Background: an optimization exercise with open tools, aiming at small area, a short achievable clock period and few clock cycles per item. Do not read the settings as production practice. Where RTL was checked, it was by simulation tests only, not by an equivalence proof against the original. Only the layout flow was run in runs 1 and 4; the RTL was not checked for function there. Power figures rest on the tool's default switching activity, not on a simulated workload.

--- design/flow/design.v ---
module dmac_prog_builder (
    input  wire        clk,
    input  wire        rst,
    input  wire        cmd_valid,
    output wire        cmd_ready,
    input  wire        cmd_zf,          
    input  wire [31:0] cmd_src,
    input  wire [31:0] cmd_dst,
    input  wire [31:0] cmd_size,
    input  wire [2:0]  cmd_bsz,
    input  wire [4:0]  cmd_blen,
    input  wire [2:0]  cmd_ssz,
    input  wire [5:0]  cmd_periph,
    input  wire [1:0]  cmd_kind,        
    input  wire        cmd_cache,
    input  wire        cmd_nonsecure,
    input  wire [31:0] cmd_buf_base,
    input  wire [31:0] cmd_buf_cap,
    output wire        wr_valid,
    input  wire        wr_ready,
    output wire [31:0] wr_addr,
    output wire [7:0]  wr_data,
    output reg         res_valid,
    output wire [1:0]  res_status,      
    output reg  [3:0]  res_cause,
    output wire [31:0] res_length,
    output wire [31:0] res_needed,
    output reg  [3:0]  res_residual
);
    localparam [3:0] I_SAR  = 4'd0;
    localparam [3:0] I_DAR  = 4'd1;
    localparam [3:0] I_FLP  = 4'd2;
    localparam [3:0] I_CCRB = 4'd3;
    localparam [3:0] I_LP1  = 4'd4;
    localparam [3:0] I_LP0  = 4'd5;
    localparam [3:0] I_BODY = 4'd6;
    localparam [3:0] I_LPE0 = 4'd7;
    localparam [3:0] I_LPE1 = 4'd8;
    localparam [3:0] I_CCRT = 4'd9;
    localparam [3:0] I_END  = 4'd10;
    localparam [3:0] I_DONE = 4'd11;
    localparam [1:0] P_FULL = 2'd0;      
    localparam [1:0] P_MID  = 2'd1;      
    localparam [1:0] P_LO   = 2'd2;      
    localparam [1:0] P_TAIL = 2'd3;      
    reg        idle;             
    reg        chk;              
    reg        run;              
    reg        verr;             
    reg        ovf;              
    reg        r_zf;
    reg [31:0] r_src, r_dst;
    reg [2:0]  r_bsz, r_ssz;
    reg [4:0]  r_blen;
    reg [4:0]  r_periph;
    reg        r_per5;
    reg [1:0]  r_kind;
    reg        r_cache, r_nonsecure;
    reg [31:0] room;             
    reg [31:0] q;
    reg [7:0]  rm;
    reg [4:0]  dcnt;             
    reg        ddone;            
    reg [6:0]  d3;               
    reg [3:0]  ip;
    reg [2:0]  bi;               
    reg [1:0]  ptype;
    reg        tph;              
    reg [19:0] off;              
    reg        a_st;             
    reg        a_l6;             
    reg        a_l1;             
    reg        a_last;           
    reg        a_ccrbl;          
    reg        vld;
    reg [7:0]  dat;
    reg [31:0] addr;
    assign cmd_ready = idle;
    assign wr_valid  = vld;
    assign wr_data   = dat;
    assign wr_addr   = addr;
    wire periph = !r_zf && (r_kind != 2'd0);
    wire [3:0] amask = r_zf ? 4'hF : ~(4'hF << r_bsz);
    wire [33:0] bsum = {2'b00, ~(addr ^ room)} + {1'b0, addr | room, 1'b0};
    wire bad_buf = bsum[33];
    reg  [3:0] cause;
    always @(*) begin
        if (r_zf) begin
            if (r_dst[3:0] != 4'd0)                           cause = 4'd6;
            else                                              cause = 4'd8;
        end else begin
            if (r_kind == 2'd3)                               cause = 4'd10;
            else if (r_bsz > 3'd4)                            cause = 4'd1;
            else if (r_ssz > 3'd4 || r_ssz > r_bsz)           cause = 4'd2;
            else if (r_blen == 5'd0 || r_blen > 5'd16)        cause = 4'd3;
            else if (r_kind != 2'd0 && r_per5)                cause = 4'd4;
            else if ((r_src[3:0] & amask) != 4'd0)            cause = 4'd5;
            else if ((r_dst[3:0] & amask) != 4'd0)            cause = 4'd6;
            else                                              cause = 4'd8;
        end
    end
    wire v_err = (cause != 4'd8) || bad_buf;
    wire fits0 = (room[31:3] != 29'd0) || (room[2:1] == 2'b11);
    wire [3:0] c_am  = cmd_zf ? 4'hF : ~(4'hF << cmd_bsz);
    wire       c_bad = cmd_zf ? (cmd_dst[3:0] != 4'd0) :
                       (cmd_kind == 2'd3) || (cmd_bsz > 3'd4) || (cmd_ssz > cmd_bsz) ||
                       (cmd_blen == 5'd0) || (cmd_blen > 5'd16) ||
                       (cmd_kind != 2'd0 && cmd_periph[5]) ||
                       ((cmd_src[3:0] | cmd_dst[3:0]) & c_am) != 4'd0;
    wire       c_fit = (cmd_buf_cap[30:3] != 28'd0) || (cmd_buf_cap[2:1] == 2'b11);
    wire       quick = !c_bad && !cmd_buf_base[31] && !cmd_buf_cap[31] && c_fit;
    wire       ist   = (ip == I_CCRT);
    wire       c_si  = !r_zf && (r_kind != 2'd2);
    wire       c_di  = r_zf || (r_kind != 2'd1);
    wire       c_sc7 = !r_zf && r_cache && (r_kind != 2'd2);
    wire       c_dc7 = !r_zf && r_cache && (r_kind != 2'd1);
    wire       c_p   = !r_zf && r_nonsecure;
    wire [2:0] c_e   = r_zf ? (ist ? 3'd0 : 3'd4) : (ist ? r_ssz : r_bsz);
    wire [3:0] c_l   = ist ? 4'd0 : (r_zf ? 4'd15 : r_blen[3:0] - 4'd1);
    wire [31:0] ccr  = {4'd0, c_dc7, c_dc7, 1'b1, 1'b0, c_p, 1'b0, c_l, c_e, c_di,
                        c_sc7, c_sc7, 1'b1, 1'b0, c_p, 1'b0, c_l, c_e, c_si};
    wire [2:0] e_t     = r_zf ? 3'd0 : r_ssz;
    wire [7:0] t_units = rm >> e_t;
    reg        f_nz, mid_c, lo_nz, q7_nz, t_nz;
    wire [7:0] pp      = {r_periph, 3'b000};
    wire [2:0] body_n  = r_zf ? 3'd3 : (periph ? 3'd7 : 3'd4);
    wire [2:0] body_l  = r_zf ? 3'd2 : (periph ? 3'd6 : 3'd3);
    wire [4:0] plan_l  = r_zf ? 5'd11 : (periph ? 5'd15 : 5'd12);
    wire [7:0] cnt_m1  = ((ptype == P_TAIL) ? t_units :
                          (ptype == P_MID)  ? q[15:8] : q[7:0]) - 8'd1;
    wire [31:0] imm  = (ip == I_SAR) ? r_src : (ip == I_DAR) ? r_dst : ccr;
    wire [1:0]  bsel = bi[1:0] - 2'd2;
    wire [7:0]  immb = imm[{bsel, 3'b000} +: 8];
    wire        g    = !tph;
    reg [7:0] nb;
    always @(*) begin
        nb = 8'h00;
        case (ip)
            I_SAR, I_DAR, I_CCRB, I_CCRT: begin
                case (bi)
                    3'd0:    nb = 8'hBC;
                    3'd1:    nb = {6'd0, ip == I_DAR, ip == I_CCRB || ip == I_CCRT};
                    default: nb = immb;
                endcase
            end
            I_FLP:  nb = bi[0] ? pp : 8'h35;
            I_LP1:  nb = bi[0] ? ((ptype == P_FULL) ? 8'hFF : cnt_m1) : 8'h22;
            I_LP0:  nb = bi[0] ? ((ptype == P_FULL || ptype == P_MID) ? 8'hFF : cnt_m1) : 8'h20;
            I_LPE0: nb = bi[0] ? {5'd0, body_n} : 8'h38;
            I_LPE1: nb = bi[0] ? {4'd0, body_n + 4'd4} : 8'h3C;
            I_BODY: begin
                if (r_zf) begin
                    case (bi)
                        3'd0:    nb = 8'h12;         
                        3'd1:    nb = 8'h0C;         
                        default: nb = 8'h13;         
                    endcase
                end else if (!periph) begin
                    case (bi)
                        3'd0:    nb = 8'h04;         
                        3'd1:    nb = 8'h12;         
                        3'd2:    nb = 8'h08;         
                        default: nb = 8'h13;         
                    endcase
                end else begin
                    case (bi)
                        3'd0:    nb = {6'b001100, g, 1'b0};      
                        3'd2:    nb = 8'h04;                     
                        3'd3:    nb = 8'h12;                     
                        3'd4:    nb = {6'b001010, g, 1'b1};      
                        3'd6:    nb = 8'h13;                     
                        default: nb = pp;
                    endcase
                end
            end
            default: nb = 8'h00;     
        endcase
    end
    reg [3:0] n_ip;
    reg [1:0] n_pt;
    always @(*) begin
        n_ip = I_DONE;
        n_pt = ptype;
        case (ip)
            I_SAR:  n_ip = I_DAR;
            I_DAR:  n_ip = periph ? I_FLP : I_CCRB;
            I_FLP:  n_ip = I_CCRB;
            I_LP1:  n_ip = I_LP0;
            I_LP0:  n_ip = I_BODY;
            I_BODY: n_ip = I_LPE0;
            I_CCRT: begin
                n_ip = t_nz ? I_LP0 : I_END;
                n_pt = P_TAIL;
            end
            I_END:  n_ip = I_DONE;
            default: begin       
                if (ip == I_LPE0 && (ptype == P_FULL || ptype == P_MID))
                    n_ip = I_LPE1;
                else if (ptype == P_TAIL && ip != I_CCRB)
                    n_ip = I_END;
                else if ((ptype == P_FULL || ip == I_CCRB) && f_nz) begin
                    n_ip = I_LP1; n_pt = P_FULL;
                end else if ((ptype == P_FULL || ip == I_CCRB) && mid_c) begin
                    n_ip = I_LP1; n_pt = P_MID;
                end else if ((ptype == P_FULL || ip == I_CCRB) ? lo_nz :
                             (ptype == P_MID && q7_nz)) begin
                    n_ip = I_LP0; n_pt = P_LO;
                end else
                    n_ip = I_CCRT;
            end
        endcase
    end
    wire       f_2   = (q[31:17] != 15'd0);
    wire [3:0] s_ip  = f_2 ? I_LP1 : mid_c ? I_LP1 : lo_nz ? I_LP0 : I_CCRT;
    wire [1:0] s_pt  = f_2 ? P_FULL : mid_c ? P_MID : P_LO;
    wire [2:0] bn    = bi + 3'd1;
    wire       b_st  = (ip == I_BODY) && (!periph || (bn != 3'd1 && bn != 3'd5));
    wire       b_l1  = !periph || bn == 3'd2 || bn == 3'd3 || bn == 3'd6;
    wire       b_last = (ip == I_BODY) ? (bn == body_l) :
                        (ip == I_SAR || ip == I_DAR || ip == I_CCRB || ip == I_CCRT) ?
                        (bn == 3'd5) : 1'b1;
    wire slot_free = !vld || wr_ready;
    wire stall     = a_ccrbl && !ddone;
    wire can       = run && slot_free && !stall && (ip != I_DONE);
    wire fits      = (room[31:3] != 29'd0) ||
                     (a_l6 ? (room[2:0] == 3'd7) : a_l1 ? (room[2:1] != 2'd0) :
                      (room[2] || room[1:0] == 2'b11));
    wire ovf_now   = a_st && !fits && !ovf;
    wire wr_now    = !ovf && !ovf_now;
    wire skip      = ovf && (ip == I_LP1) && (bi == 3'd0) && (ptype == P_FULL);
    wire fdec      = (ip == I_LP0) && bi[0] && (ptype == P_FULL);
    wire [5:0] d1  = r_zf ? 6'd1 : (r_bsz[0] ? {r_blen, 1'b0} : {1'b0, r_blen});
    wire [6:0] tt  = {rm[4:0], q[31:30]};
    wire [7:0] x1  = {1'b0, tt} - {2'b0, d1};
    wire [7:0] x2  = {1'b0, tt} - {1'b0, d1, 1'b0};
    wire [7:0] x3  = {1'b0, tt} - {1'b0, d3};
    wire [1:0] qd  = !x3[7] ? 2'd3 : !x2[7] ? 2'd2 : !x1[7] ? 2'd1 : 2'd0;
    wire [4:0] rn  = !x3[7] ? x3[4:0] : !x2[7] ? x2[4:0] : !x1[7] ? x1[4:0] : tt[4:0];
    wire [7:0] rfix = r_zf      ? q[31:24] :
                      r_bsz[2]  ? {rm[3:0], q[31:28]} :
                      r_bsz[1]  ? {rm[5:0], q[31:30]} : rm;
    wire [7:0] qtop = r_zf      ? 8'd0 :
                      r_bsz[2]  ? {4'd0, q[27:24]} :
                      r_bsz[1]  ? {2'd0, q[29:24]} : q[31:24];
    wire [6:0] cd1 = cmd_bsz[0] ? {1'b0, cmd_blen, 1'b0} : {2'b0, cmd_blen};
    always @(posedge clk) begin
        if (rst) begin
            idle      <= 1'b1;
            chk       <= 1'b0;
            run       <= 1'b0;
            vld       <= 1'b0;
            res_valid <= 1'b0;
        end else begin
            res_valid <= 1'b0;
            if (idle) begin
                idle      <= !cmd_valid;
                chk       <= cmd_valid && !quick;
                run       <= cmd_valid && quick;
                vld       <= cmd_valid && quick;
            end else if (chk) begin
                chk       <= 1'b0;
                res_valid <= v_err;
                idle      <= v_err;
                run       <= !v_err;
                vld       <= !v_err && fits0;
            end else if (run && ip == I_DONE && slot_free) begin
                run       <= 1'b0;
                res_valid <= 1'b1;
                idle      <= 1'b1;
            end
            if (can)
                vld <= wr_now && !skip;
            else if (run && wr_ready)
                vld <= 1'b0;
        end
    end
    always @(posedge clk) begin
        if (idle) begin
            r_zf        <= cmd_zf;
            r_src       <= cmd_src;
            r_dst       <= cmd_dst;
            r_bsz       <= cmd_bsz;
            r_blen      <= cmd_blen;
            r_ssz       <= cmd_ssz;
            r_periph    <= cmd_periph[4:0];
            r_per5      <= cmd_periph[5];
            r_kind      <= cmd_kind;
            r_cache     <= cmd_cache;
            r_nonsecure <= cmd_nonsecure;
            room        <= cmd_buf_cap;
            addr        <= cmd_buf_base;
            verr        <= 1'b0;
            q           <= cmd_zf ? {8'd0, cmd_size[31:8]} : cmd_size;
            rm          <= cmd_zf ? cmd_size[7:0] : 8'd0;
            dcnt        <= cmd_zf ? 5'd16 : {3'd0, cmd_bsz[2:1]};
            ddone       <= cmd_zf;
            d3          <= cmd_zf ? 7'd3 : cd1 + {cd1[5:0], 1'b0};
            ip          <= cmd_zf ? I_DAR : I_SAR;
            bi          <= 3'd1;
            dat         <= 8'hBC;
            a_st        <= 1'b0;
            a_l6        <= 1'b0;
            a_l1        <= 1'b0;
            a_last      <= 1'b0;
            a_ccrbl     <= 1'b0;
            ptype       <= P_FULL;
            tph         <= 1'b0;
            off         <= 20'd1;
            ovf         <= 1'b0;
        end else begin
            if (chk) begin
                verr <= v_err;
                if (!fits0 && !v_err) begin
                    ovf        <= 1'b1;
                    room[19:0] <= 20'd0;
                end
            end
            if (vld && wr_ready)
                addr <= addr + 32'd1;
            if (!dcnt[4]) begin
                q    <= {q[29:0], qd};
                rm   <= {3'd0, rn};
                dcnt <= dcnt + 5'd1;
            end else if (!ddone) begin
                q[31:24] <= qtop;
                rm       <= rfix;
                ddone    <= 1'b1;
            end
            if (can) begin
                if (skip) begin
                    off      <= off + {15'd0, plan_l};
                    q[31:16] <= q[31:16] - 16'd1;
                    ip       <= s_ip;
                    ptype    <= s_pt;
                    a_l6     <= (s_ip == I_CCRT);
                end else begin
                    off <= off + 20'd1;
                    if (ovf_now) begin
                        ovf        <= 1'b1;
                        room[19:0] <= off;
                    end
                    if (wr_now) begin
                        dat        <= nb;
                        room[19:0] <= room[19:0] - 20'd1;
                    end
                    if (fdec)
                        q[31:16] <= q[31:16] - 16'd1;
                    if (a_last) begin
                        bi      <= 3'd0;
                        ip      <= n_ip;
                        ptype   <= n_pt;
                        a_st    <= 1'b1;
                        a_l6    <= (n_ip == I_DAR || n_ip == I_CCRB || n_ip == I_CCRT);
                        a_l1    <= (n_ip == I_END) || (n_ip == I_BODY && !periph);
                        a_last  <= (n_ip == I_END);
                        a_ccrbl <= 1'b0;
                        if (n_ip == I_CCRT)
                            tph <= 1'b1;
                    end else begin
                        bi      <= bn;
                        a_st    <= b_st;
                        a_l6    <= 1'b0;
                        a_l1    <= b_l1;
                        a_last  <= b_last;
                        a_ccrbl <= (ip == I_CCRB) && (bn == 3'd5);
                    end
                end
            end
            if (ip == I_DONE && !ovf)
                room[19:0] <= off;
        end
    end
    wire        dfix  = dcnt[4] && !ddone;
    wire [15:0] f_src = dfix ? {qtop, q[23:16]} : q[31:16];
    wire [7:0]  t_src = (dfix ? rfix : rm) >> e_t;
    always @(posedge clk) begin
        f_nz  <= (f_src != 16'd0);
        mid_c <= (q[15:9] != 7'd0) || (q[8] && q[7:0] != 8'd0);
        lo_nz <= (q[15:0] != 16'd0);
        q7_nz <= (q[7:0] != 8'd0);
        t_nz  <= (t_src != 8'd0);
    end
    always @(posedge clk) begin
        res_cause    <= cause;
        res_residual <= rm[3:0] & ~(4'hF << e_t);
    end
    assign res_status   = {ovf, verr};
    assign res_length   = {12'd0, room[19:0]};
    assign res_needed   = {12'd0, off};
endmodule
--- design/flow/config.mk ---
export PLATFORM = sky130hd
export DESIGN_NAME = dmac_prog_builder
export DESIGN_NICKNAME = dmac_prog_builder
export VERILOG_FILES = /design/flow/design.v
export SDC_FILE = /design/flow/constraint.sdc
export NUM_CORES = 4
export LEC_CHECK = 0
export CAP_MARGIN = 20
export CORE_MARGIN = 2
export CORE_UTILIZATION = 40
export CTS_BUF_LIST = sky130_fd_sc_hd__clkbuf_8
export SETUP_SLACK_MARGIN = 5
export SLEW_MARGIN = 20
--- design/flow/run.sh ---
#!/bin/bash
# synth_recipe.tcl (not shown) runs the flow's synth.tcl, then flattens the netlist and writes it again
# the make line also repeats each setting of config.mk as NAME=value (left out here)
make -C /OpenROAD-flow-scripts/flow DESIGN_CONFIG=/design/flow/config.mk WORK_HOME=/design/flow/orfs CLKGATE_MAP_FILE= SYNTH_SCRIPT=/design/flow/synth_recipe.tcl finish
--- design/flow/constraint.sdc ---
create_clock -name core_clock -period 8.0 [get_ports {clk}]
set_input_delay 1.6000 -clock core_clock [delete_from_list [all_inputs] [get_ports {clk}]]
set_output_delay 1.6000 -clock core_clock [all_outputs]
set_load 0.01 [all_outputs]
==> summary.txt, run 1 <==
Run status
  – Status: finished clean

Global route
  – Grt ovf: 0
  – First-pass GRT wire length: 94700 um
  – Initial antenna violation count: 1
  – Vias in the first global route: 16800
  – Largest net degree at the start of global routing: 200
  – Global Route Usage Sum: 0.256

Detailed routing
  – Initial DRC count: 1625
  – Routed vias: 17300
  – DR DRC count: 0
  – DR WL/cell: 20.8 um
  – Final wirelength: 63300 um
  – TritonRoute pass-1 iters: 5
  – Final ANT Viol Nets: 0
  – Via density: 5.69

Clock network
  – Root Buffer: clkbuf_8
  – Htree depth: 2
  – Clock Sinks: 266
  – Bufs on Longest Clock Path: 3
  – Clk pin slew, worst setup/hold paths: approximately 0.06 ns
  – Clock latency on the worst-skew pair: 0.65 ns
  – TritonCTS clock tree: built
  – Num CTS Buffers: 50

STA
  – Least-Margin Pin Slew: 1.01 ns
  – Final min period: 3.08 ns
  – Max Clock Freq: 324 MHz
  – RSZ-0062 raised after global routing: yes
  – Slew HR: 0.327
  – Fin. Hold Viols: 0
  – # setup viols final: 0
  – Final clock skew: roughly 0.022 ns
  – Final Max Slew Viols: 0
  – Fin Setup TNS: 0 ns
  – Period utilization: 0.386

Synth
  – Synth Warn #: 1
  – Number of enable flip-flop cells after synthesis: 170
  – Top cell type by total area after synthesis: edfxtp_1
  – Seq/Total Area, Yosys: 0.387
  – #FFs+latches synth: 266
  – Area share of the largest cell type after synthesis: 0.281
  – Commonest cells post-synth: inv_1, nand2_1, nor2_1
  – Synth cell types: ~90
  – Syn avg cell area: 8.72 um2
  – Most common cell in the netlist: inv_1
  – Largest cells by area after synthesis: edfxtp_1, dfxtp_1, ha_1, o21ai_0, a21oi_1
  – Synth Instances: 2085
  – Synth Flop Type: edfxtp_1
  – FFs w/ async S/R, synth: 0
  – Syn Std Cell Area: 0.0182 mm2

Floorplanning
  – Starting Density: 0.403
  – # rows: 78
  – Core area: 0.0451 mm2
  – Die area: 0.0472 mm2
  – Chip Width: 217 um
  – Io pins: 303
  – Die Ht: 217 um

Finish
  – Syn-to-layout area delta: 31.6%
  – Multi-input logic area: 0.0105 mm2
  – Design Area, Final: 0.0239 mm2
  – Fillers: a little over 4000
  – Layout cell share with drive strength beyond 1: 0.166
  – Nets@finish: between 2000 and 3000
  – Storage cell area: 0.00711 mm2

Critical path
  – CP Max Fanout: 25
  – Critical Path AT: between 3 and 4 ns
  – WS Path Type: reg2reg
  – R2r setup slk: 4.92 ns
  – WP data required: about 8.4 ns
  – CP Launch Type: register
  – Crit end category: register

Job
  – MaxCap Viol Count: 0

Pwr
  – P_leak: between 9 and 10 nW
  – Max VDD drop: 0.138 mV
  – Pwr Density: 209 mW/mm2

Placed design
  – Number of port buffers: 278
  – Post-DP Area: 0.0213 mm2
  – RePlAce Congestion: approximately 0.89
  – Dpl hpwl: 44000 um

Min path
  – Worst hold path type: reg2reg
through the flow:
| stage | hold slack, ns | cells | power (mW) | utilization | setup slack (ns) |
|---|---|---|---|---|---|
| 2_1_floorplan | 0.435 | 2108 | 2.92 | - | 4.65 |
| 3_3_place_gp | 0.460 | 2853 | 3.46 | 0.473 | 3.76 |
| 3_5_place_dp | 0.464 | 2853 | 3.49 | 0.473 | 3.65 |
| 4_1_cts | 0.470 | 3014 | 4.88 | 0.515 | 4.81 |
| 5_1_grt | 0.496 | 3047 | 5.30 | 0.530 | 4.80 |
| 6_report | 0.467 | 3049 | 5.01 | 0.531 | 4.92 |
per-layer routing:
layer,vias to the layer above,routed length (um),GRT usage
met5,-,8,0
met4,2,1900,0.0806
met3,132,4820,0.0524
met2,749,30100,0.434
met1,8275,26400,0.326
li1,8189,-,-
worst paths after layout:
kind	start	end	depth (start not counted)
worst min register to register	verr$_SDFFE_PP0P_	verr$_SDFFE_PP0P_	2
worst max register to register	r_zf$_DFFE_PP_	rm[1]$_DFFE_PP_	13
worst max-delay path	r_zf$_DFFE_PP_	rm[1]$_DFFE_PP_	13
worst min-delay path	verr$_SDFFE_PP0P_	verr$_SDFFE_PP0P_	2
state kept, by name (all words and copies together), names as in the netlist, 3 cells and up:
register      cells
r_dst            32
dat               8
r_src            32
ip                4
d3                7
r_bsz             3
dcnt              5
res_cause         4
r_ssz             3
rm                8
q                32
room             32
res_residual      4
off              20
bi                3
addr             32
r_periph          5
r_blen            5
placed cells by master (no fill, tap or decap), types with 21 or more instances in the layout:
cell type and n:
a21oi_1 139, buf_4 96, clkbuf_8 56, clkdlybuf4s15_1 21, clkdlybuf4s50_1 171, conb_1 24, dfxtp_1 54, dfxtp_2 30
dlygate4sd2_1 72, edfxtp_1 170, ha_1 93, inv_1 189, mux2i_1 53, nand2_1 167, nand3_1 43, nor2_1 167
nor2b_1 21, nor3_1 53, nor4_1 32, o21ai_0 152, xnor2_1 47
cell type report:
type,instances,area share
clock inverter,35,0.00743
tap,600,0.0314
antenna,2,0.000209
inverter,191,0.0314
sequential,266,0.297
multi-input combinational,1500,0.439
clock buffer,56,0.0322
timing repair buffer,399,0.161
worst max-delay path: stages, from the launching register on:
cell and delay [ns]:
edfxtp_1 0.43, buf_12 0.20, clkinv_8 0.15, o21ai_1 0.17, ha_2 0.24, fa_2 0.22
nor2b_1 0.05, o21a_1 0.16, o21a_1 0.17, o21ai_2 0.17, nand2b_4 0.12, a211o_1 0.29
a21o_1 0.16, a221o_1 0.28
cell families after synthesis:
group,count (synthesis),share of synthesized area
AOI/OAI and AO/OA,574,0.201
xor gates and xnor gates,70,0.0337
adders and majority gates,116,0.0818
buffers and inverters,342,0.0820
DFF,266,0.387
muxes,69,0.0390
other,1,0.000206
and+or+nand+nor,647,0.176
power breakdown:
| part | total [mW] | switching (mW) | internal [mW] |
|---|---|---|---|
| sequential | 1.86 | 0.195 | 1.67 |
| combinational | 1.85 | 1.03 | 0.819 |
| clock | 1.30 | 0.625 | 0.672 |
| total | 5.01 | 1.85 | 3.16 |
repair_timing:
| item | in CTS | in global routing |
|---|---|---|
| endpoints found under the setup margin | 175 | 66 |
| hold buffers | 0 | 0 |
| cloned | 1 | 5 |
| resized for setup | 261 | 105 |
| pin swaps | 44 | 37 |
| buffers inserted | 69 | 28 |
==> run 2: changes to the inputs <==
--- a/design/flow/design.v
+++ b/design/flow/design.v
@@ -61,7 +61,6 @@
     reg [7:0]  rm;
     reg [4:0]  dcnt;             
     reg        ddone;            
-    reg [6:0]  d3;               
     reg [3:0]  ip;
     reg [2:0]  bi;               
     reg [1:0]  ptype;
@@ -230,19 +229,19 @@
     wire skip      = ovf && (ip == I_LP1) && (bi == 3'd0) && (ptype == P_FULL);
     wire fdec      = (ip == I_LP0) && bi[0] && (ptype == P_FULL);
     wire [5:0] d1  = r_zf ? 6'd1 : (r_bsz[0] ? {r_blen, 1'b0} : {1'b0, r_blen});
-    wire [6:0] tt  = {rm[4:0], q[31:30]};
-    wire [7:0] x1  = {1'b0, tt} - {2'b0, d1};
-    wire [7:0] x2  = {1'b0, tt} - {1'b0, d1, 1'b0};
-    wire [7:0] x3  = {1'b0, tt} - {1'b0, d3};
-    wire [1:0] qd  = !x3[7] ? 2'd3 : !x2[7] ? 2'd2 : !x1[7] ? 2'd1 : 2'd0;
-    wire [4:0] rn  = !x3[7] ? x3[4:0] : !x2[7] ? x2[4:0] : !x1[7] ? x1[4:0] : tt[4:0];
+    wire [5:0] t1  = {rm[4:0], q[31]};
+    wire [6:0] x1  = {1'b0, t1} - {1'b0, d1};
+    wire [4:0] r1  = x1[6] ? t1[4:0] : x1[4:0];
+    wire [5:0] t2  = {r1, q[30]};
+    wire [6:0] x2  = {1'b0, t2} - {1'b0, d1};
+    wire [4:0] rn  = x2[6] ? t2[4:0] : x2[4:0];
+    wire [1:0] qd  = {!x1[6], !x2[6]};
     wire [7:0] rfix = r_zf      ? q[31:24] :
                       r_bsz[2]  ? {rm[3:0], q[31:28]} :
                       r_bsz[1]  ? {rm[5:0], q[31:30]} : rm;
     wire [7:0] qtop = r_zf      ? 8'd0 :
                       r_bsz[2]  ? {4'd0, q[27:24]} :
                       r_bsz[1]  ? {2'd0, q[29:24]} : q[31:24];
-    wire [6:0] cd1 = cmd_bsz[0] ? {1'b0, cmd_blen, 1'b0} : {2'b0, cmd_blen};
     always @(posedge clk) begin
         if (rst) begin
             idle      <= 1'b1;
@@ -290,11 +289,10 @@
             room        <= cmd_buf_cap;
             addr        <= cmd_buf_base;
             verr        <= 1'b0;
-            q           <= cmd_zf ? {8'd0, cmd_size[31:8]} : cmd_size;
-            rm          <= cmd_zf ? cmd_size[7:0] : 8'd0;
-            dcnt        <= cmd_zf ? 5'd16 : {3'd0, cmd_bsz[2:1]};
-            ddone       <= cmd_zf;
-            d3          <= cmd_zf ? 7'd3 : cd1 + {cd1[5:0], 1'b0};
+            q           <= cmd_size;
+            rm          <= 8'd0;
+            dcnt        <= cmd_zf ? 5'd4 : {3'd0, cmd_bsz[2:1]};
+            ddone       <= 1'b0;
             ip          <= cmd_zf ? I_DAR : I_SAR;
             bi          <= 3'd1;
             dat         <= 8'hBC;
--- a/design/flow/config.mk
+++ b/design/flow/config.mk
@@ -5,9 +5,9 @@
 export SDC_FILE = /design/flow/constraint.sdc
 export NUM_CORES = 4
 export LEC_CHECK = 0
+export ABC_AREA = 1
 export CAP_MARGIN = 20
 export CORE_MARGIN = 2
 export CORE_UTILIZATION = 40
-export CTS_BUF_LIST = sky130_fd_sc_hd__clkbuf_8
 export SETUP_SLACK_MARGIN = 5
 export SLEW_MARGIN = 20
==> summary.txt, run 2 <==
Run status
  – Status: finished clean

Clock network
  – Clock Sinks: 259 (-2.6%)
  – Num CTS Buffers: 30 (-40%)
  – Htree depth: 1 (-1)
  – Clk pin slew, worst setup/hold paths: 0.06 ns (about the same)
  – Clock latency on the worst-skew pair: 0.59 ns (-0.06 ns)
  – Bufs on Longest Clock Path: 3 (unchanged)
  – Root Buffer: clkbuf_16
  – TritonCTS clock tree: built

Global route
  – Largest net degree at the start of global routing: 182 (-9.0%)
  – Vias in the first global route: 16800 (+0.14%)
  – Initial antenna violation count: 2 (+1)
  – Global Route Usage Sum: 0.269 (+0.0135)
  – Grt met2 use: 0.457 (+0.0232)
  – Grt ovf: 0 (unchanged)
  – First-pass GRT wire length: 94400 um (-0.33%)
  – Routing usage on met3: 0.0287 (-0.0237)
  – GR peak layer: met2
  – GRT met1 Usage: 0.352 (+0.0256)

Placed design
  – Placed cell count: 3145 (+10%)
  – Number of port buffers: 278 (unchanged)
  – RePlAce Congestion: 0.959 (+7.4%)
  – Dpl hpwl: 46500 um (+5.7%)
  – Post-DP Area: 0.0206 mm2 (-3.2%)

Synth
  – Synth Flop Type: edfxtp_1
  – Seq/Total Area, Yosys: 0.385 (-0.00182)
  – Top cell type by total area after synthesis: edfxtp_1
  – Syn avg cell area: 7.39 um2 (-15%)
  – Most common cell in the netlist: nand2_1
  – Commonest cells post-synth: nand2_1, inv_1, o21ai_0
  – Synth cell types: 60 (-34%)
  – Synth Instances: 2367 (+14%)
  – Synth Warn #: 1 (unchanged)
  – Largest cells by area after synthesis: edfxtp_1, nand2_1, dfxtp_1, ha_1, inv_1
  – Number of enable flip-flop cells after synthesis: 154 (-9.4%)
  – #FFs+latches synth: 259 (-2.6%)
  – Area share of the largest cell type after synthesis: 0.264 (-0.0163)
  – FFs w/ async S/R, synth: 0 (unchanged)
  – Syn Std Cell Area: 0.0175 mm2 (-3.8%)

Pwr
  – Switching Fraction: 0.337 (-0.0329)
  – Pwr Density: 210 mW/mm2 (+0.46%)
  – NetSw: 1.62 mW (-13%)
  – Max VDD drop: 0.168 mV (+22%)
  – Total power draw: 4.80 mW (-4.1%)
  – Sequential Power Share: 0.347 (-0.025)
  – P_int: 3.18 mW (+0.85%)
  – Clock Power Share: 0.331 (+0.072)
  – Combinational share of power: 0.323 (-0.046)
  – P_leak: 10.1 nW (+5.6%)

Finish
  – Fillers: 4158 (+0.56%)
  – Syn-to-layout area delta: 30.5%
  – Nets@finish: 2968 (+9.6%)
  – Multi-input logic area: 0.00936 mm2 (-11%)
  – Commonest non-fill, non-tap cell in the layout: nand2_1
  – Most frequent cells in the layout: nand2_1, inv_1, clkdlybuf4s50_1, o21ai_0, edfxtp_1
  – Final Non-Filler Cells: 3292 (+8.0%)
  – Storage cell area: 0.00679 mm2 (-4.5%)
  – Layout cell share with drive strength beyond 1: 0.118 (-0.0476)
  – Design Area, Final: 0.0228 mm2 (-4.6%)

Detailed routing
  – Final ANT Viol Nets: 0 (unchanged)
  – Routed vias: 17500 (+0.62%)
  – DR DRC count: 0 (unchanged)
  – Initial DRC count: 1421 (-13%)
  – Via density: 5.30 (-6.8%)
  – TritonRoute pass-1 iters: 6 (+1)
  – DR WL/cell: 19.0 um (-8.5%)
  – Final wirelength: 62500 um (-1.3%)

STA
  – Fin. Hold Viols: 0 (unchanged)
  – RSZ-0062 raised after global routing: yes
  – Least-Margin Pin Slew: 0.911 ns (-0.0981 ns)
  – # setup viols final: 0 (unchanged)
  – Fin Setup TNS: 0 ns (unchanged)
  – Final min period: 3.33 ns (+0.245 ns)
  – Period utilization: 0.416 (+0.0307)
  – Final Max Slew Viols: 0 (unchanged)
  – Slew HR: 0.393 (+0.0654)
  – Max Clock Freq: 300 MHz (-7.4%)
  – Final clock skew: 0.0129 ns (-0.00877 ns)

Min path
  – Worst hold path type: reg2reg

Critical path
  – WP data required: 8.50 ns (+0.11 ns)
  – R2r setup slk: 4.67 ns (-0.25 ns)
  – WS Path Type: reg2reg
  – Critical Path AT: 3.83 ns (+0.36 ns)
  – CP Launch Type: register
  – CP Max Fanout: 6 (-76%)
  – Crit end category: register

Floorplanning
  – Core area: 0.0431 mm2 (-4.5%)
  – Chip Width: 213 um (-1.9%)
  – Die Ht: 213 um (-1.9%)
  – # rows: 76 (-2.6%)
  – Die area: 0.0454 mm2 (-3.7%)
  – Starting Density: 0.406 (+0.00271)
  – Io pins: 303 (unchanged)

Job
  – MaxCap Viol Count: 0 (unchanged)
==> run 2: cell type report <==
| type | count | area share |
|---|---|---|
| diodes | 2 | 0.000219 |
| clock buffers | 34 | 0.0349 |
| clock inverters | 22 | 0.0149 |
| inverters | 337 | 0.0585 |
| multi-input cells | 1678 | 0.410 |
| flip-flops and latches | 259 | 0.298 |
| well taps | 585 | 0.0321 |
| repair buffers | 370 | 0.150 |
| repair inverters | 5 | 0.00175 |
==> run 2: worst max-delay path: stages (launching register included) <==
cell	delay, ns
edfxtp_1	0.43
buf_12	0.18
inv_12	0.06
o21ai_4	0.06
ha_4	0.17
fa_2	0.33
inv_2	0.07
nand3_2	0.08
nand2_4	0.08
a21oi_4	0.06
o21bai_4	0.22
buf_4	0.15
nand2_1	0.04
o21ai_1	0.16
fa_2	0.31
o21ai_4	0.07
a21oi_2	0.14
inv_2	0.06
a21o_4	0.24
a21oi_2	0.11
o21ai_1	0.07
a31oi_1	0.15
==> run 2: path summary, 6_finish.rpt <==
check / start / end / cells past startpoint
max reg2reg: r_zf$_DFFE_PP_ / rm[1]$_SDFFE_PP0P_ / 21
min reg2reg: dat[2]$_SDFFE_PP1P_ / dat[2]$_SDFFE_PP1P_ / 2
max: r_zf$_DFFE_PP_ / rm[1]$_SDFFE_PP0P_ / 21
min: dat[2]$_SDFFE_PP1P_ / dat[2]$_SDFFE_PP1P_ / 2
==> run 2: per-layer routing <==
layer,vias to the layer above,share of wire
li1,8497,-
met1,8182,0.43
met2,650,0.47
met3,125,0.058
met4,0,0.039
met5,-,0
==> run 2: metrics by stage <==
step            util  setup WS [ns]  hold WS, ns
2_1_floorplan      -           4.50        0.432
3_3_place_gp   0.479           3.80        0.460
3_5_place_dp   0.479           3.75        0.458
4_1_cts        0.519           4.68        0.469
5_1_grt        0.530           4.49        0.495
6_report       0.530           4.67        0.466
==> run 2: power by group through the flow <==
stage	Sequential, mW	Combinational, mW	Clock [mW]
after floorplan	1.67	0.901	0
after global placement	1.71	1.28	0
after detailed placement	1.71	1.30	0
after CTS	1.66	1.43	1.61
after global routing	1.68	1.72	1.67
final	1.66	1.55	1.59
==> run 2: logic make-up (layout without fill, tap and decap cells) <==
family                   count (synthesis)  in the layout  synth area share
AO/OA/AOI/OAI                          452            453             0.147
XOR/XNOR                                51             51            0.0255
adder cells (fa/ha/maj)                101            101            0.0736
buffers and inverters                  454            768             0.110
flip-flops                             259            259             0.385
other                                    1             26          0.000214
AND/OR/NAND/NOR                       1049           1049             0.259
==> run 2: repair_timing <==
| action | CTS | global route |
|---|---|---|
| gates cloned | 5 | 2 |
| pin swaps | 20 | 27 |
| hold buffers | 0 | 0 |
| setup buffers | 54 | 28 |
| setup endpoints to repair | 169 | 62 |
| resized for setup | 188 | 54 |
Testbench counts of run 2, summed over its fixed seeds: cycles 17,742, builds 384.
==> run 3: changes to the inputs <==
--- a/design/flow/config.mk
+++ b/design/flow/config.mk
@@ -5,7 +5,6 @@
 export SDC_FILE = /design/flow/constraint.sdc
 export NUM_CORES = 4
 export LEC_CHECK = 0
-export ABC_AREA = 1
 export CAP_MARGIN = 20
 export CORE_MARGIN = 2
 export CORE_UTILIZATION = 40
==> summary.txt, run 3 <==
Pwr
  – Sequential Power Share: 0.338 (-0.009)
  – Total power draw: 5.29 mW (+10%)
  – Max VDD drop: 0.157 mV (-6.5%)
  – P_leak: 9.18 nW (-9.5%)
  – Pwr Density: 233 mW/mm2 (+11%)
  – Switching Fraction: 0.351 (+0.0145)
  – Combinational share of power: 0.376 (+0.053)
  – Clock Power Share: 0.286 (-0.045)
  – NetSw: 1.86 mW (+15%)
  – P_int: 3.43 mW (+7.8%)

Min path
  – Worst hold path type: reg2reg
  – WHS Path Cells: 2 (unchanged)

Placed design
  – Post-DP Area: 0.0202 mm2 (-2.0%)
  – Post-Place Setup Slack: 3.34 ns (-0.416 ns)
  – RePlAce Congestion: 0.921 (-4.0%)
  – Placed cell count: 2687 (-15%)
  – Dpl hpwl: 42000 um (-9.8%)
  – Number of port buffers: 278 (unchanged)

Synth
  – Number of enable flip-flop cells after synthesis: 154 (unchanged)
  – Simple-Gate Fraction of Synth Area: 0.179 (-0.0798)
  – Main combinational cell family by area after synthesis: compound AO/OA/AOI/OAI gates
  – Most common cell in the netlist: inv_1
  – Xor/xnor share of the synthesized area: 0.0342 (+0.00861)
  – Synth cell types: 82 (+37%)
  – Commonest cells post-synth: inv_1, nand2_1, nor2_1
  – Synth Instances: 1978 (-16%)
  – Area share of the largest cell type after synthesis: 0.269 (+0.00468)
  – Syn Std Cell Area: 0.0172 mm2 (-1.7%)
  – Mux share of post-synthesis cell area: 0.0459 (+0.0459)
  – Synth Flop Type: edfxtp_1
  – Seq/Total Area, Yosys: 0.392 (+0.00681)
  – Top cell type by total area after synthesis: edfxtp_1
  – Synthesized-area fraction occupied by adder cells: 0.0760 (+0.00247)
  – Syn avg cell area: 8.69 um2 (+18%)
  – FFs w/ async S/R, synth: 0 (unchanged)
  – Compound-gate portion of the synthesized area: 0.189 (+0.0417)
  – #FFs+latches synth: 259 (unchanged)
  – Synth Warn #: 1 (unchanged)
  – Largest cells by area after synthesis: edfxtp_1, dfxtp_1, ha_1, o21ai_0, inv_1

Floorplanning
  – Die area: 0.0446 mm2 (-1.7%)
  – Chip Width: 211 um (-0.86%)
  – # rows: 75 (-1.3%)
  – Die Ht: 211 um (-0.86%)
  – Io pins: 303 (unchanged)
  – Core area: 0.0421 mm2 (-2.2%)
  – Starting Density: 0.408 (+0.00186)

Clock network
  – Clk pin slew, worst setup/hold paths: 0.06 ns (about the same)
  – Clock Sinks: 259 (unchanged)
  – Clock latency on the worst-skew pair: 0.55 ns (-0.04 ns)
  – TritonCTS clock tree: built
  – Root Buffer: clkbuf_16
  – Htree depth: 2 (+1)
  – Num CTS Buffers: 34 (+13%)
  – Bufs on Longest Clock Path: 3 (unchanged)

Detailed routing
  – Routed vias: 16200 (-7.1%)
  – DR WL/cell: 20.7 um (+8.9%)
  – Final wirelength: 58500 um (-6.3%)
  – Initial DRC count: 1511 (+6.3%)
  – DR DRC count: 0 (unchanged)
  – Via density: 5.73 (+8.0%)
  – Final ANT Viol Nets: 0 (unchanged)
  – TritonRoute pass-1 iters: 6 (unchanged)

STA
  – Fin. Hold Viols: 0 (unchanged)
  – RSZ-0062 raised after global routing: yes
  – Slew HR: 0.354 (-0.0385)
  – Final Max Slew Viols: 0 (unchanged)
  – Min setup slack post-route: 4.30 ns (-0.371 ns)
  – Hold_ws: 0.461 ns (-0.00538 ns)
  – Period utilization: 0.463 (+0.0463)
  – Least-Margin Pin Slew: 0.965 ns (+0.0541 ns)
  – Max Clock Freq: 270 MHz (-10%)
  – Fin Setup TNS: 0 ns (unchanged)
  – Final min period: 3.70 ns (+0.371 ns)
  – Final clock skew: 0.0266 ns (+0.0137 ns)
  – # setup viols final: 0 (unchanged)

Global route
  – First-pass GRT wire length: 88800 um (-5.9%)
  – Grt ovf: 0 (unchanged)
  – Global Route Usage Sum: 0.255 (-0.0139)
  – Initial antenna violation count: 1 (-1)
  – Vias in the first global route: 15900 (-5.6%)
  – Largest net degree at the start of global routing: 87 (-52%)

Critical path
  – CP Max Fanout: 8 (+2)
  – CP most frequent cell: o21ai_2
  – CP Launch Type: register
  – WS Path Type: reg2reg
  – Crit path max-delay cell type: edfxtp_1
  – Largest stage delay on the critical path: 0.49 ns (+0.06 ns)
  – Crit path cell chain: mux2_2 > nand2_2 > ha_4 > nor2b_2 > o21ai_2 > a21oi_2 > o21ai_2 > nand2b_4 > mux2_4 > fa_2 > nor2b_4 > o21ai_2 > a21boi_2 > o21ai_2 > nand2b_4 > nor2_1 > a211o_1 > a21oi_2
  – Crit end category: register
  – Register-to-Register Path Depth: 18 (-14%)
  – WP data required: 8.47 ns (-0.03 ns)
  – Critical Path AT: 4.17 ns (+0.34 ns)

Finish
  – Syn-to-layout area delta: 32.1%
  – Nets@finish: 2556 (-14%)
  – Commonest non-fill, non-tap cell in the layout: inv_1
  – Design Area, Final: 0.0227 mm2 (-0.54%)
  – Diode count: 0 (-2)
  – Core Util, Final: 0.539 (+0.00894)
  – Final Non-Filler Cells: 2833 (-14%)
  – Layout cell share with drive strength beyond 1: 0.150 (+0.0320)
  – Most frequent cells in the layout: inv_1, nand2_1, clkdlybuf4s50_1, edfxtp_1, nor2_1

Job
  – MaxCap Viol Count: 0 (unchanged)

Run status
  – Status: finished clean
## run 3: cell types whose count changed after synthesis, sizes merged, moves of 25 or more
cell,delta
mux2i,+36
nor2b,+26
o21ai,-26
clkbuf,+46
nand4,-30
nand2,-460
nand3,-77
mux2,+30
inv,-154
xnor2,+40
nor3,+25
## run 3: area by class of cell
| type | instances | area, um2 |
|---|---|---|
| inverter | 182 | 701 |
| clock inverter | 12 | 62.6 |
| sequential | 259 | 6780 |
| timing repair buffer | 384 | 3650 |
| tap | 539 | 674 |
| timing repair inverter | 1 | 3.75 |
| multi-input combinational | 1407 | 9780 |
| fill | 3828 | 19400 |
| clock buffer | 49 | 1050 |
## run 3: per-layer routing
layer,vias up,GRT usage,wire (um)
li1,7671,-,-
met1,7743,0.338,25100
met2,696,0.424,27600
met3,110,0.0390,4160
met4,0,0.0930,1740
met5,-,0,0
## run 3: final timing paths
check	start	slack [ns]	end
setup / recovery	r_bsz[0]$_DFFE_PP_	4.30	rm[0]$_SDFFE_PP0P_
hold / removal	dat[7]$_SDFFE_PP1P_	0.46	dat[7]$_SDFFE_PP1P_
setup reg to reg	r_bsz[0]$_DFFE_PP_	4.30	rm[0]$_SDFFE_PP0P_
hold reg to reg	dat[7]$_SDFFE_PP1P_	0.46	dat[7]$_SDFFE_PP1P_
## run 3: power by group through the flow
stage	Sequential (mW)	Combinational [mW]	Clock, mW
2_1_floorplan	1.77	1.15	0
3_3_place_gp	1.83	1.59	0
3_5_place_dp	1.83	1.63	0
4_1_cts	1.78	1.80	1.55
5_1_grt	1.80	2.18	1.60
6_report	1.79	1.99	1.52
## run 3: what timing repair did
item,in CTS,in global routing
hold buffers,0,0
resized for setup,229,70
buffers inserted,65,16
gates cloned,4,0
pin swaps,33,37
endpoints found under the setup margin,185,51
## run 3: worst max-delay path, delay by kind of cell (launching register included)
| family | cells | cell delay [ns] |
|---|---|---|
| adder cells (fa/ha/maj) | 2 | 0.65 |
| multiplexers | 2 | 0.71 |
| flip-flops | 1 | 0.49 |
| AND/OR/NAND/NOR | 6 | 0.67 |
| AO/OA/AOI/OAI | 8 | 1.11 |
## run 3: logic make-up after synthesis
kind of cell / Yosys count
adder cells (fa/ha/maj): 103
AND/OR/NAND/NOR: 634
other: 1
XOR/XNOR: 67
buffers and inverters: 335
flip-flops: 259
AO/OA/AOI/OAI: 509
multiplexers: 70
==> run 4: changes to the inputs <==
--- a/design/flow/design.v
+++ b/design/flow/design.v
@@ -61,6 +61,7 @@
     reg [7:0]  rm;
     reg [4:0]  dcnt;             
     reg        ddone;            
+    reg [6:0]  d3;               
     reg [3:0]  ip;
     reg [2:0]  bi;               
     reg [1:0]  ptype;
@@ -71,6 +72,9 @@
     reg        a_l1;             
     reg        a_last;           
     reg        a_ccrbl;          
+    reg        a_lp1f;           
+    reg        a_lp0f;           
+    reg        a_done;           
     reg        vld;
     reg [7:0]  dat;
     reg [31:0] addr;
@@ -220,28 +224,28 @@
                         (bn == 3'd5) : 1'b1;
     wire slot_free = !vld || wr_ready;
     wire stall     = a_ccrbl && !ddone;
-    wire can       = run && slot_free && !stall && (ip != I_DONE);
+    wire can       = run && slot_free && !stall && !a_done;
     wire fits      = (room[31:3] != 29'd0) ||
                      (a_l6 ? (room[2:0] == 3'd7) : a_l1 ? (room[2:1] != 2'd0) :
                       (room[2] || room[1:0] == 2'b11));
     wire ovf_now   = a_st && !fits && !ovf;
     wire wr_now    = !ovf && !ovf_now;
-    wire skip      = ovf && (ip == I_LP1) && (bi == 3'd0) && (ptype == P_FULL);
-    wire fdec      = (ip == I_LP0) && bi[0] && (ptype == P_FULL);
+    wire skip      = ovf && a_lp1f;
+    wire fdec      = a_lp0f;
     wire [5:0] d1  = r_zf ? 6'd1 : (r_bsz[0] ? {r_blen, 1'b0} : {1'b0, r_blen});
-    wire [5:0] t1  = {rm[4:0], q[31]};
-    wire [6:0] x1  = {1'b0, t1} - {1'b0, d1};
-    wire [4:0] r1  = x1[6] ? t1[4:0] : x1[4:0];
-    wire [5:0] t2  = {r1, q[30]};
-    wire [6:0] x2  = {1'b0, t2} - {1'b0, d1};
-    wire [4:0] rn  = x2[6] ? t2[4:0] : x2[4:0];
-    wire [1:0] qd  = {!x1[6], !x2[6]};
+    wire [6:0] tt  = {rm[4:0], q[31:30]};
+    wire [7:0] x1  = {1'b0, tt} - {2'b0, d1};
+    wire [7:0] x2  = {1'b0, tt} - {1'b0, d1, 1'b0};
+    wire [7:0] x3  = {1'b0, tt} - {1'b0, d3};
+    wire [1:0] qd  = !x3[7] ? 2'd3 : !x2[7] ? 2'd2 : !x1[7] ? 2'd1 : 2'd0;
+    wire [4:0] rn  = !x3[7] ? x3[4:0] : !x2[7] ? x2[4:0] : !x1[7] ? x1[4:0] : tt[4:0];
     wire [7:0] rfix = r_zf      ? q[31:24] :
                       r_bsz[2]  ? {rm[3:0], q[31:28]} :
                       r_bsz[1]  ? {rm[5:0], q[31:30]} : rm;
     wire [7:0] qtop = r_zf      ? 8'd0 :
                       r_bsz[2]  ? {4'd0, q[27:24]} :
                       r_bsz[1]  ? {2'd0, q[29:24]} : q[31:24];
+    wire [6:0] cd1 = cmd_bsz[0] ? {1'b0, cmd_blen, 1'b0} : {2'b0, cmd_blen};
     always @(posedge clk) begin
         if (rst) begin
             idle      <= 1'b1;
@@ -262,7 +266,7 @@
                 idle      <= v_err;
                 run       <= !v_err;
                 vld       <= !v_err && fits0;
-            end else if (run && ip == I_DONE && slot_free) begin
+            end else if (run && a_done && slot_free) begin
                 run       <= 1'b0;
                 res_valid <= 1'b1;
                 idle      <= 1'b1;
@@ -293,6 +297,7 @@
             rm          <= 8'd0;
             dcnt        <= cmd_zf ? 5'd4 : {3'd0, cmd_bsz[2:1]};
             ddone       <= 1'b0;
+            d3          <= cmd_zf ? 7'd3 : cd1 + {cd1[5:0], 1'b0};
             ip          <= cmd_zf ? I_DAR : I_SAR;
             bi          <= 3'd1;
             dat         <= 8'hBC;
@@ -301,6 +306,9 @@
             a_l1        <= 1'b0;
             a_last      <= 1'b0;
             a_ccrbl     <= 1'b0;
+            a_lp1f      <= 1'b0;
+            a_lp0f      <= 1'b0;
+            a_done      <= 1'b0;
             ptype       <= P_FULL;
             tph         <= 1'b0;
             off         <= 20'd1;
@@ -331,6 +339,7 @@
                     ip       <= s_ip;
                     ptype    <= s_pt;
                     a_l6     <= (s_ip == I_CCRT);
+                    a_lp1f   <= f_2;
                 end else begin
                     off <= off + 20'd1;
                     if (ovf_now) begin
@@ -352,6 +361,9 @@
                         a_l1    <= (n_ip == I_END) || (n_ip == I_BODY && !periph);
                         a_last  <= (n_ip == I_END);
                         a_ccrbl <= 1'b0;
+                        a_lp1f  <= (n_ip == I_LP1) && (n_pt == P_FULL);
+                        a_lp0f  <= 1'b0;
+                        a_done  <= (n_ip == I_DONE);
                         if (n_ip == I_CCRT)
                             tph <= 1'b1;
                     end else begin
@@ -361,10 +373,12 @@
                         a_l1    <= b_l1;
                         a_last  <= b_last;
                         a_ccrbl <= (ip == I_CCRB) && (bn == 3'd5);
+                        a_lp1f  <= 1'b0;
+                        a_lp0f  <= (ip == I_LP0) && (ptype == P_FULL);
                     end
                 end
             end
-            if (ip == I_DONE && !ovf)
+            if (a_done && !ovf)
                 room[19:0] <= off;
         end
     end
--- a/design/flow/config.mk
+++ b/design/flow/config.mk
@@ -8,5 +8,6 @@
 export CAP_MARGIN = 20
 export CORE_MARGIN = 2
 export CORE_UTILIZATION = 40
+export CTS_BUF_LIST = sky130_fd_sc_hd__clkbuf_8
 export SETUP_SLACK_MARGIN = 5
 export SLEW_MARGIN = 20
==> summary.txt, run 4 <==
Detailed routing
  – Final wirelength: 62100 um (+6.2%)
  – DR WL/cell: 20.5 um (-1.0%)
  – TritonRoute pass-1 iters: 7 (+1)
  – Via density: 5.64 (-1.4%)
  – DR DRC count: 0 (unchanged)
  – Routed vias: 17100 (+5.7%)
  – Initial DRC count: 1355 (-10%)
  – Final ANT Viol Nets: 0 (unchanged)

Critical path
  – CP Launch Type: register
  – CP most frequent cell: a221o_1
  – WP data required: 8.55 ns (+0.08 ns)
  – Critical Path AT: 3.83 ns (-0.34 ns)
  – Crit end category: register
  – Crit path cell chain: buf_12 > or4b_4 > o2111a_1 > a221o_1 > inv_1 > ha_2 > inv_2 > nor3_4 > xnor2_1 > o21a_1 > or4_4 > a221o_1
  – Largest stage delay on the critical path: 0.51 ns (+0.02 ns)
  – Crit path max-delay cell type: or4b_4
  – WS Path Type: reg2reg
  – CP Max Fanout: 9 (+1)

Finish
  – Most frequent cells in the layout: inv_1, nand2_1, clkdlybuf4s50_1, o21ai_0, edfxtp_1
  – Layout cell share with drive strength beyond 1: 0.170 (+0.0200)
  – Syn-to-layout area delta: 30.5%
  – Commonest non-fill, non-tap cell in the layout: inv_1
  – Nets@finish: 2703 (+5.8%)

Synth
  – Synth Warn #: 1 (unchanged)
  – Syn Std Cell Area: 0.0181 mm2 (+5.5%)
  – Commonest cells post-synth: inv_1, nand2_1, o21ai_0
  – Xor/xnor share of the synthesized area: 0.0338 (-0.000324)
  – Compound-gate portion of the synthesized area: 0.209 (+0.0199)
  – Synth Flop Type: edfxtp_1
  – Seq/Total Area, Yosys: 0.386 (-0.00541)
  – Area share of the largest cell type after synthesis: 0.267 (-0.00238)
  – Mux share of post-synthesis cell area: 0.0298 (-0.0161)
  – Synth cell types: 90 (+9.8%)
  – Main combinational cell family by area after synthesis: compound AO/OA/AOI/OAI gates
  – Simple-Gate Fraction of Synth Area: 0.174 (-0.00473)
  – #FFs+latches synth: 269 (+3.9%)
  – Number of enable flip-flop cells after synthesis: 161 (+4.5%)
  – Synth Instances: 2078 (+5.1%)
  – Largest cells by area after synthesis: edfxtp_1, dfxtp_1, ha_1, o21ai_0, inv_1
  – FFs w/ async S/R, synth: 0 (unchanged)
  – Synthesized-area fraction occupied by adder cells: 0.0831 (+0.00710)
  – Syn avg cell area: 8.72 um2 (+0.40%)
  – Top cell type by total area after synthesis: edfxtp_1
  – Most common cell in the netlist: inv_1

Floorplanning
  – Io pins: 303 (unchanged)
  – Core area: 0.0445 mm2 (+5.6%)
  – # rows: 77 (+2.7%)
  – Starting Density: 0.407 (-0.000627)
  – Die area: 0.0470 mm2 (+5.4%)
  – Die Ht: 217 um (+2.7%)
  – Chip Width: 217 um (+2.7%)

Clock network
  – Clock latency on the worst-skew pair: 0.66 ns (+0.11 ns)
  – TritonCTS clock tree: built
  – Clock Sinks: 269 (+3.9%)
  – Bufs on Longest Clock Path: 3 (unchanged)
  – Clk pin slew, worst setup/hold paths: 0.06 ns (about the same)
  – Num CTS Buffers: 51 (+50%)
  – # hold bufs at CTS: 0 (unchanged)
  – Root Buffer: clkbuf_8
  – Htree depth: 2 (unchanged)

Global route
  – Vias in the first global route: 16500 (+4.2%)
  – Global Route Usage Sum: 0.255 (-0.000270)
  – First-pass GRT wire length: 94200 um (+6.1%)
  – Largest net degree at the start of global routing: 95 (+9.2%)
  – Grt ovf: 0 (unchanged)
  – Initial antenna violation count: 3 (+2)

STA
  – Max Clock Freq: 305 MHz (+13%)
  – Final clock skew: 0.0362 ns (+0.00957 ns)
  – Final min period: 3.28 ns (-0.417 ns)
  – Fin. Hold Viols: 0 (unchanged)
  – # setup viols final: 0 (unchanged)
  – RSZ-0062 raised after global routing: yes
  – Least-Margin Pin Slew: 0.995 ns (+0.0298 ns)
  – Fin Setup TNS: 0 ns (unchanged)
  – Final Max Slew Viols: 0 (unchanged)
  – Slew HR: 0.332 (-0.0226)
  – Period utilization: 0.410 (-0.0522)

Pwr
  – Max VDD drop: 0.116 mV (-26%)
  – Total power draw: 4.77 mW (-9.8%)
  – Pwr Density: 202 mW/mm2 (-13%)
  – P_leak: 9.56 nW (+4.2%)

Min path
  – Worst hold path type: reg2reg

Run status
  – Status: finished clean

Placed design
  – Number of port buffers: 278 (unchanged)
  – Dpl hpwl: 43800 um (+4.4%)
  – RePlAce Congestion: 0.905 (-1.7%)

Job
  – MaxCap Viol Count: 0 (unchanged)
[run 4: cell count changes after synthesis, sizes merged, moves of 10 or more]
cell / before / now
o21ai: 158 / 182
nor2: 160 / 141
nor3: 66 / 48
a21oi: 118 / 134
ha: 98 / 110
nor4: 30 / 41
a211oi: 19 / 29
a221oi: 11 / 21
a2bb2oi: 0 / 10
inv: 181 / 191
nand2: 177 / 187
[run 4: layout make-up]
type / instances / area, um2
Antenna cell: 4 / 10.0
Clock buffer: 57 / 785
Clock inverter: 36 / 283
Fill cell: 4177 / 20900
Inverter: 194 / 739
Multi-Input combinational cell: 1480 / 10300
Sequential cell: 269 / 7070
Tap cell: 592 / 741
Timing Repair Buffer: 406 / 3770
[run 4: final timing paths]
check                  startpoint                    to  slack (ns)  depth (start not counted)
max                r_zf$_DFFE_PP_   dat[4]$_SDFFE_PP1P_        4.72                         12
min          a_ccrbl$_SDFFE_PP0P_  a_ccrbl$_SDFFE_PP0P_        0.47                          2
max reg2reg        r_zf$_DFFE_PP_   dat[4]$_SDFFE_PP1P_        4.72                         12
min reg2reg  a_ccrbl$_SDFFE_PP0P_  a_ccrbl$_SDFFE_PP0P_        0.47                          2
[run 4: worst max-delay path: cells and delay by family, from the launching register on]
kind	cells	cell delay, ns
adder cells (fa/ha/maj)	1	0.16
XOR/XNOR	1	0.10
AND/OR/NAND/NOR	3	1.06
AO/OA/AOI/OAI	4	1.14
flip-flops	1	0.43
buffers and inverters	3	0.30
[run 4: power breakdown]
part,internal [mW],switching [mW],total (mW)
logic,0.710,0.841,1.55
clock network,0.810,0.629,1.44
registers,1.62,0.159,1.78
[run 4: through the flow]
stage	utilization	instance area [um2]	instances	setup slack, ns	hold slack, ns
floorplan	-	18300	2101	4.66	0.431
global placement	0.476	21200	2836	3.47	0.446
detailed placement	0.476	21200	2836	3.44	0.455
CTS	0.517	23000	2999	4.71	0.468
global route	0.531	23600	3034	4.66	0.484
finish	0.531	23700	3038	4.72	0.466
[run 4: cells by family (layout without fill, tap and decap cells)]
kind of cell / after synthesis / after routing
AO/OA/AOI/OAI: 590 / 590
XOR/XNOR: 70 / 70
adder cells (fa/ha/maj): 118 / 118
buffers and inverters: 352 / 693
flip-flops: 269 / 269
multiplexers: 50 / 50
other: 1 / 28
AND/OR/NAND/NOR: 628 / 628
[run 4: layer usage]
metal  global-route usage  share of wire  vias up
met5                    0              0        -
met4               0.0934          0.034        0
met3               0.0618          0.080      131
met2                0.419           0.47      699
met1                0.326           0.42     8163
li1                     -              -     8153
[run 4: timing repair]
action                                  in CTS  in global routing
resized for setup                          233                153
cloned                                       2                  0
pin swaps                                   15                 34
endpoints found under the setup margin     181                106
endpoints found under the hold margin        0                  0
buffers inserted                            68                 35

[re-timing with driven ports]
The results above use ideal ports. As a check the final layouts listed here were re-extracted and re-timed, cells and wires unchanged.
Step 1: set_driving_cell puts a clkbuf_16 on clk and a buf_2 on each other input, an assumption about the parent block.
Step 2 times the ports against the registers' clock, not the clock port: input delays grow and output delays shrink by t, the midpoint of the rising clock arrivals with the driver on.
Slacks: ideal / step 1 / step 2; pairs: ideal / step 1.
run	t (ns)	slack for setup (ns)	worst setup path at the end
run 1	0.690	4.915 / 4.887 / 4.377	input to register
run 2	0.634	4.670 / 4.670 / 4.328	input to register
run 3	0.593	4.299 / 4.299 / 4.299	register to register
run 4	0.700	4.717 / 4.717 / 4.197	input to register
After both steps every run listed still meets setup and hold. The setup slack of run 1, which loses most, moves by -0.028 ns with the drivers and by -0.538 ns with both steps.
